What follows belongs to an exercise in optimizing a design on an open flow for small area, a short achievable clock period and few clock cycles; a production flow would make more cautious choices. In this exercise RTL edits were held to simulation tests only and were not proved equivalent to the original.

==> onyx: inputs <==
## hbd_field_unit
module hbd_field_unit (
    input  wire         clk,
    input  wire         rst_n,
    input  wire         start,
    input  wire [2:0]   op,
    input  wire         sel,
    input  wire [127:0] a,
    input  wire [127:0] b,
    input  wire [127:0] p,
    output reg          busy,
    output reg          done,
    output reg  [1:0]   err,
    output reg  [127:0] result
);
    localparam [2:0] OP_FADD = 3'd0,
                     OP_FSUB = 3'd1,
                     OP_FMUL = 3'd2,
                     OP_FNEG = 3'd3,
                     OP_FINV = 3'd4,
                     OP_FSEL = 3'd5;
    localparam [1:0] ERR_NONE    = 2'd0,
                     ERR_RANGE   = 2'd1,
                     ERR_ILLEGAL = 2'd2;
    localparam [3:0] S_IDLE = 4'd0,
                     S_CHKA = 4'd1,    
                     S_CHKB = 4'd2,    
                     S_NEG  = 4'd3,    
                     S_LDA  = 4'd4,    
                     S_ADD  = 4'd5,    
                     S_FIX  = 4'd6,    
                     S_FWD  = 4'd7,    
                     S_MM   = 4'd8,    
                     S_CPY  = 4'd9,    
                     S_FCOR = 4'd10,   
                     S_FIX2 = 4'd11;   
    localparam [2:0] F_PRE2 = 3'd0,    
                     F_PRE3 = 3'd1,    
                     F_SQ1  = 3'd2,    
                     F_SQ2  = 3'd3,    
                     F_ML   = 3'd4,    
                     F_FIN  = 3'd5;    
    localparam [1:0] Y_R = 2'd0, Y_V = 2'd1, Y_T3 = 2'd2;
    reg [3:0]   state;
    reg [2:0]   op_q;
    reg         sel_q;
    reg         a_bad;
    reg         sub1;                  
    reg [129:0] v;                     
    reg         sgn;                   
    reg         plus;                  
    reg         fixge;                 
    reg [128:0] r;
    reg [128:0] t3;
    reg [127:0] p_q;
    reg [3:0]   pinv;                  
    reg [129:0] S;
    reg [129:0] C;
    reg         ci;
    reg [3:0]   d_q;                   
    reg [3:0]   dn_q;                  
    reg [3:0]   yp_q;                  
    reg [3:0]   dyp_q;                 
    reg [3:0]   ps_q;                  
  ...
Settings: LEC_CHECK=0, CAP_MARGIN=20, CORE_MARGIN=2, CORE_UTILIZATION=50, PLACE_DENSITY=0.66, SLEW_MARGIN=40; clock period 12.0 ns.
standard.sh (not shown) runs the stock make flow with config.mk's settings and CLKGATE_MAP_FILE= SYNTH_SCRIPT=/design/flow/synth_recipe.tcl, a recipe that flattens the netlist after the stock synthesis.
==> flow/flow/run.sh <==
#!/bin/bash
set -euo pipefail
bash standard.sh SETUP_SLACK_MARGIN=6.0 cts > flow_make_cts.log 2>&1
bash standard.sh SETUP_SLACK_MARGIN=5.8 finish > flow_make_finish.log 2>&1
==> nickel (differences from onyx) <==
==> flow/design.v (replaced) <==
module hbd_field_unit (
    input  wire         clk,
    input  wire         rst_n,
    input  wire         start,
    input  wire [2:0]   op,
    input  wire         sel,
    input  wire [127:0] a,
    input  wire [127:0] b,
    input  wire [127:0] p,
    output reg          busy,
    output reg          done,
    output reg  [1:0]   err,
    output reg  [127:0] result
);
    localparam [2:0] OP_FADD = 3'd0,
                     OP_FSUB = 3'd1,
                     OP_FMUL = 3'd2,
                     OP_FNEG = 3'd3,
                     OP_FINV = 3'd4,
                     OP_FSEL = 3'd5;
    localparam [1:0] ERR_NONE    = 2'd0,
                     ERR_RANGE   = 2'd1,
                     ERR_ILLEGAL = 2'd2;
    localparam [3:0] S_IDLE = 4'd0,
                     S_CHKA = 4'd1,    
                     S_CHKB = 4'd2,    
                     S_NEG  = 4'd3,    
                     S_LDA  = 4'd4,    
                     S_ADD  = 4'd5,    
                     S_FIX  = 4'd6,    
                     S_FWD  = 4'd7,    
                     S_MM   = 4'd8,    
                     S_CPY  = 4'd9;    
    localparam [2:0] F_PRE2 = 3'd0,    
                     F_PRE3 = 3'd1,    
                     F_SQ1  = 3'd2,    
                     F_SQ2  = 3'd3,    
                     F_ML   = 3'd4,    
                     F_FIN  = 3'd5;    
    localparam [1:0] Y_R = 2'd0, Y_V = 2'd1, Y_T3 = 2'd2;
    reg [3:0]   state;
    reg [2:0]   op_q;
    reg         sel_q;
    reg         a_bad;
    reg         sub1;                  
    reg [127:0] v;
    reg [128:0] r;
    reg [128:0] t3;
    reg [127:0] p_q;
    reg [3:0]   pinv;                  
    reg [129:0] S;
    reg [129:0] C;
    reg         ci;
    reg [3:0]   d_q;                   
    reg [3:0]   dn_q;                  
    reg [3:0]   yp_q;                  
    reg [3:0]   dyp_q;                 
    reg [5:0]   cnt;
    reg [7:0]   fcnt;
    reg [5:0]   wcnt;
    reg [2:0]   fph;
    reg         r_one;                 
    reg [1:0]   ysel;
    reg [1:0]   wq;                    
    reg [128:0] y;
    always @(*) begin
        case (ysel)
            Y_R:     y = r;
            Y_V:     y = {1'b0, v};
            default: y = t3;
        endcase
    end
    reg  [129:0] Z;
    reg  [1:0]   zsel;                 
    reg          add_sc;
    always @(*) begin
        case (zsel)
            2'd0:    Z = {1'b0, v, 1'b0};
            2'd1:    Z = {2'b00, v};
            default: Z = {1'b0, r};
        endcase
    end
    wire [129:0] ax   = add_sc ? S : Z;
    wire [129:0] ay   = add_sc ? C : ~{2'b00, p_q};
    wire         acin = add_sc ? ci : 1'b1;
    wire [130:0] asum = {1'b0, ax} + {1'b0, ay} + {130'd0, acin};
    wire [128:0] T    = asum[128:0];
    wire         Dneg = !asum[130];
    wire [127:0] Zred = Dneg ? Z[127:0] : asum[127:0];
    wire [3:0]   lo  = S[3:0] + C[3:0] + {3'd0, ci};
    wire [7:0]   lp  = lo * pinv;
    wire [3:0]   q   = lp[3:0] + dyp_q;
    wire [133:0] rS  = {4'd0, S};
    wire [133:0] rC  = {4'd0, C};
    wire [133:0] y0  = d_q[0] ? {5'd0, y}       : 134'd0;
    wire [133:0] y1  = d_q[1] ? {4'd0, y, 1'b0} : 134'd0;
    wire [133:0] y2  = d_q[2] ? {3'd0, y, 2'b0} : 134'd0;
    wire [133:0] y3  = d_q[3] ? {2'd0, y, 3'b0} : 134'd0;
    wire [133:0] p0  = q[0] ? {6'd0, p_q}       : 134'd0;
    wire [133:0] p1  = q[1] ? {5'd0, p_q, 1'b0} : 134'd0;
    wire [133:0] p2  = q[2] ? {4'd0, p_q, 2'b0} : 134'd0;
    wire [133:0] p3  = q[3] ? {3'd0, p_q, 3'b0} : 134'd0;
    wire [133:0] s1a = rS ^ rC ^ y0;
    wire [133:0] c1a = {((rS & rC) | (rS & y0) | (rC & y0)), ci};
    wire [133:0] s1b = y1 ^ y2 ^ y3;
    wire [133:0] c1b = {((y1 & y2) | (y1 & y3) | (y2 & y3)), 1'b0};
    wire [133:0] s2a = s1a ^ c1a ^ s1b;
    wire [133:0] c2a = {((s1a & c1a) | (s1a & s1b) | (c1a & s1b)), 1'b0};
    wire [133:0] s3a = s2a ^ c2a ^ c1b;
    wire [133:0] c3a = {((s2a & c2a) | (s2a & c1b) | (c2a & c1b)), 1'b0};
    wire [133:0] s1q = p0 ^ p1 ^ p2;
    wire [133:0] c1q = {((p0 & p1) | (p0 & p2) | (p1 & p2)), 1'b0};
    wire [133:0] s4a = s3a ^ c3a ^ p3;
    wire [133:0] c4a = {((s3a & c3a) | (s3a & p3) | (c3a & p3)), 1'b0};
    wire [133:0] s4b = s4a ^ c4a ^ s1q;
    wire [133:0] c4b = {((s4a & c4a) | (s4a & s1q) | (c4a & s1q)), 1'b0};
    wire [133:0] s5  = s4b ^ c4b ^ c1q;
    wire [133:0] c5  = {((s4b & c4b) | (s4b & c1q) | (c4b & c1q)), 1'b0};
    wire [129:0] S_mm  = s5[133:4];
    wire [129:0] C_mm  = c5[133:4];
    wire         ci_mm = |s5[3:0];
    wire [131:0] r_pad = {3'd0, r};
    wire [5:0]   cnt2  = cnt + 6'd2;
    wire [3:0]   d_far = r_pad[{cnt2, 2'b00} +: 4];
    wire [7:0]   dyp_n = dn_q * yp_q;
    wire [127:0] e_val = p_q - 128'd2;
    wire [1:0]   w_nx  = e_val[{~wcnt, 1'b0} +: 2];
    wire [3:0]   pl   = p_q[3:0];
    wire [7:0]   pl2  = pl * pl;
    wire [3:0]   t2c  = 4'd2 - pl2[3:0];
    wire [7:0]   inv8 = pl * t2c;
    wire [3:0]   pinv_c = 4'd0 - inv8[3:0];
    wire uses_b  = (op_q == OP_FADD) || (op_q == OP_FSUB) ||
                   (op_q == OP_FMUL) || (op_q == OP_FSEL);
    wire illegal = (op_q == 3'd6) || (op_q == 3'd7);
    wire is_inv  = (op_q == OP_FINV);
    reg [3:0]   state_nx;
    reg [128:0] r_nx;
    reg [127:0] v_nx;
    reg         t3_we;
    reg [1:0]   ysel_nx;
    reg         mm_go;                 
    reg [2:0]   fph_nx;
    reg         r_one_nx;
    reg [5:0]   wcnt_nx;
    wire [3:0]  st_next = rst_n ? state_nx : S_IDLE;
    always @(*) begin
        state_nx = state;
        r_nx     = r;
        v_nx     = v;
        t3_we    = 1'b0;
        ysel_nx  = ysel;
        mm_go    = 1'b0;
        fph_nx   = fph;
        r_one_nx = r_one;
        wcnt_nx  = wcnt;
        case (state)
            S_IDLE: begin
                r_nx    = {1'b0, b};
                v_nx    = a;
                ysel_nx = Y_V;
                if (start) state_nx = S_CHKA;
            end
            S_CHKA: begin
                state_nx = illegal ? S_IDLE : S_CHKB;
            end
            S_CHKB: begin
                if (a_bad || (uses_b && Dneg == 1'b0)) begin
                    state_nx = S_IDLE;
                end else begin
                    case (op_q)
                        OP_FADD: state_nx = S_LDA;
                        OP_FSUB: state_nx = S_NEG;
                        OP_FNEG: begin
                            r_nx     = y;          
                            state_nx = S_NEG;
                        end
                        OP_FSEL: begin
                            if (!sel_q) r_nx = y;  
                            state_nx = S_FIX;
                        end
                        default: state_nx = S_FWD;
                    endcase
                end
            end
            S_NEG, S_LDA: state_nx = S_ADD;
            S_FWD: begin
                v_nx = Zred;
                if (fcnt == (is_inv ? 8'd131 : 8'd127)) begin
                    if (is_inv) begin
                        state_nx = S_CPY;
                    end else begin
                        ysel_nx = Y_V;
                        mm_go   = 1'b1;
                    end
                end
            end
            S_CPY: begin
                r_nx    = y;                       
                ysel_nx = Y_V;
                fph_nx  = F_PRE2;
                mm_go   = 1'b1;
            end
            S_MM: begin
                if (cnt == (is_inv ? 6'd32 : 6'd31)) state_nx = S_ADD;
            end
            S_ADD: begin
                if (is_inv) begin
                    case (fph)
                        F_PRE2: begin                  
                            r_nx    = T;
                            ysel_nx = Y_V;
                            fph_nx  = F_PRE3;
                            mm_go   = 1'b1;
                        end
                        F_PRE3: begin                  
                            t3_we    = 1'b1;
                            ysel_nx  = Y_R;
                            fph_nx   = F_SQ1;
                            r_one_nx = 1'b1;
                            wcnt_nx  = 6'd0;
                            mm_go    = 1'b1;
                        end
                        F_SQ1: begin                   
                            if (!r_one) r_nx = T;
                            ysel_nx = (wq == 2'd2) ? Y_V : Y_R;
                            fph_nx  = F_SQ2;
                            mm_go   = 1'b1;
                        end
                        F_SQ2: begin                   
                            if (wq == 2'd2) begin
                                r_nx     = r_one ? y : T;
                                r_one_nx = 1'b0;
                                ysel_nx  = Y_R;
                            end else begin
                                if (!r_one) r_nx = T;
                                ysel_nx = (wq == 2'd3) ? Y_T3 : Y_V;
                            end
                            fph_nx = F_ML;
                            mm_go  = 1'b1;
                        end
                        F_ML: begin                    
                            if (wq == 2'd2) begin
                                r_nx = T;
                            end else if (wq != 2'd0) begin
                                r_nx     = r_one ? y : T;
                                r_one_nx = 1'b0;
                            end
                            wcnt_nx = wcnt + 6'd1;
                            mm_go   = 1'b1;
                            if (wcnt == 6'd63) begin
                                v_nx    = 128'd1;
                                ysel_nx = Y_V;
                                fph_nx  = F_FIN;
                            end else begin
                                ysel_nx = Y_R;
                                fph_nx  = F_SQ1;
                            end
                        end
                        default: begin             
                            r_nx     = T;
                            state_nx = S_FIX;
                        end
                    endcase
                end else begin
                    r_nx     = T;
                    state_nx = sub1 ? S_LDA : S_FIX;
                end
            end
            S_FIX: state_nx = S_IDLE;
            default: state_nx = S_IDLE;
        endcase
        if (mm_go) state_nx = S_MM;
    end
    reg [3:0] ylo_nx;
    always @(*) begin
        case (ysel_nx)
            Y_R:     ylo_nx = r_nx[3:0];
            Y_V:     ylo_nx = v_nx[3:0];
            default: ylo_nx = t3[3:0];
        endcase
    end
    wire [7:0] yp_nx  = ylo_nx * pinv;
    wire [7:0] dyp_0  = r_nx[3:0] * yp_nx[3:0];
    always @(posedge clk) begin
        r    <= r_nx;
        v    <= v_nx;
        ysel <= ysel_nx;
        fph  <= fph_nx;
        r_one <= r_one_nx;
        wcnt <= wcnt_nx;
        wq   <= w_nx;
        if (t3_we) t3 <= T;
        if (state == S_IDLE) begin
            op_q  <= op;
            sel_q <= sel;
            p_q   <= p;
        end
        if (state == S_CHKA) begin
            a_bad <= !Dneg;
            pinv  <= pinv_c;
        end
        if (state == S_CHKB) begin
            sub1 <= (op_q == OP_FSUB);
            fcnt <= 8'd0;
        end
        if (state == S_FWD) fcnt <= fcnt + 8'd1;
        if (state == S_ADD) sub1 <= 1'b0;
        if (mm_go) begin
            S     <= 130'd0;
            C     <= 130'd0;
            ci    <= 1'b0;
            cnt   <= 6'd0;
            d_q   <= r_nx[3:0];
            dn_q  <= r_nx[7:4];
            yp_q  <= yp_nx[3:0];
            dyp_q <= dyp_0[3:0];
        end else if (state == S_MM) begin
            S     <= S_mm;
            C     <= C_mm;
            ci    <= ci_mm;
            cnt   <= cnt + 6'd1;
            d_q   <= dn_q;
            dn_q  <= d_far;
            dyp_q <= dyp_n[3:0];
        end else if (state == S_NEG) begin
            S  <= {2'b00, p_q};
            C  <= ~{1'b0, r};
            ci <= 1'b1;
        end else if (state == S_LDA) begin
            S  <= {2'b00, v};
            C  <= {1'b0, r};
            ci <= 1'b0;
        end
        add_sc <= (st_next == S_ADD);
        case (st_next)
            S_CHKA:  zsel <= 2'd1;
            S_FWD:   zsel <= 2'd0;
            default: zsel <= 2'd2;
        endcase
        if (!rst_n) begin
            state  <= S_IDLE;
            busy   <= 1'b0;
            done   <= 1'b0;
            err    <= ERR_NONE;
            result <= 128'd0;
        end else begin
            state <= state_nx;
            done  <= 1'b0;
            case (state)
                S_IDLE: if (start) busy <= 1'b1;
                S_CHKA: if (illegal) begin
                    err  <= ERR_ILLEGAL;
                    done <= 1'b1;
                    busy <= 1'b0;
                end
                S_CHKB: if (a_bad || (uses_b && !Dneg)) begin
                    err  <= ERR_RANGE;
                    done <= 1'b1;
                    busy <= 1'b0;
                end
                S_FIX: begin
                    result <= Zred;
                    err    <= ERR_NONE;
                    done   <= 1'b1;
                    busy   <= 1'b0;
                end
                default: ;
            endcase
        end
    end
endmodule
==> flow/run.sh (new file) <==
#!/bin/bash
# synth_recipe.tcl (not shown) runs the flow's synth.tcl, then flattens the netlist and writes it again
# the make line also repeats each setting of config.mk as NAME=value (left out here)
make -C /OpenROAD-flow-scripts/flow DESIGN_CONFIG=/design/flow/config.mk WORK_HOME=/design/flow/orfs CLKGATE_MAP_FILE= SYNTH_SCRIPT=/design/flow/synth_recipe.tcl finish
Settings changed: CORE_UTILIZATION 50 to 45, PLACE_DENSITY 0.66 to 0.62, SETUP_SLACK_MARGIN from default to 5.
removed: flow/flow/run.sh
removed: flow/standard.sh
==> harbor (differences from onyx) <==
Settings changed: CORE_UTILIZATION 50 to 45, PLACE_DENSITY 0.66 to 0.62.
==> results.txt <==
Multi-input gate count = 8635
Largest net degree at the start of global routing = 148
Pre-CTS setup slack = 4.334 ns
Multi-input combinational area share = 0.6008
Count leader, synth = nand2_1
Run status = finished clean
# the run above: onyx

==> results.txt <==
# placed instances = 14.13k
Critical path class = flop to flop
Multi-input gate count = 8492
Run status = finished clean
Largest net degree at the start of global routing = 165
Pre-CTS setup slack = 2.388 ns
Count leader, synth = nor2_1
# the run above: nickel

==> results.txt <==
Commonest non-fill, non-tap cell in the layout = nand2_1
Multi-input gate count = 8635
CP endpoint kind = flop
Run status = finished clean
Top class by area = multi-input combinational cells
Pre-CTS setup slack = 4.436 ns
Multi-input combinational area share = 0.5996
Count leader, synth = nand2_1
Largest net degree at the start of global routing = 157
# the run above: harbor

Testbench counts of onyx, summed over its fixed seeds: cycles 155,664.
Testbench counts of nickel, summed over its fixed seeds: cycles 154,592.
Testbench counts of harbor, summed over its fixed seeds: cycles 155,664.

==> re-timing with driven ports <==
How much do the figures lean on ideal ports? The routed layouts below were timed once more, with nothing changed but the port constraints.
Step 1 (the two cells are an assumption about what drives the block):
set clk [get_ports {clk}]
set_driving_cell -lib_cell sky130_fd_sc_hd__clkbuf_16 $clk
set_driving_cell -lib_cell sky130_fd_sc_hd__buf_2 [delete_from_list [all_inputs] $clk]
Step 2, shift: input delay + t, output delay - t, t = (earliest + latest rising clock arrival at the registers) / 2. This alone moves slack from input paths to output paths.
Three values: no drivers, after step 1, after step 2; two values: the first two.
run	shift t [ns]	setup slack, ns	worst setup path at the end
onyx	0.917	5.850 / 5.850 / 5.082	input to register
nickel	0.918	4.444 / 4.444 / 4.444	register to register
harbor	0.925	5.816 / 5.816 / 5.115	input to register
After both steps every run listed still meets setup and hold. The setup slack of onyx, which loses most, moves by 0.000 ns with the drivers and by -0.768 ns with both steps.
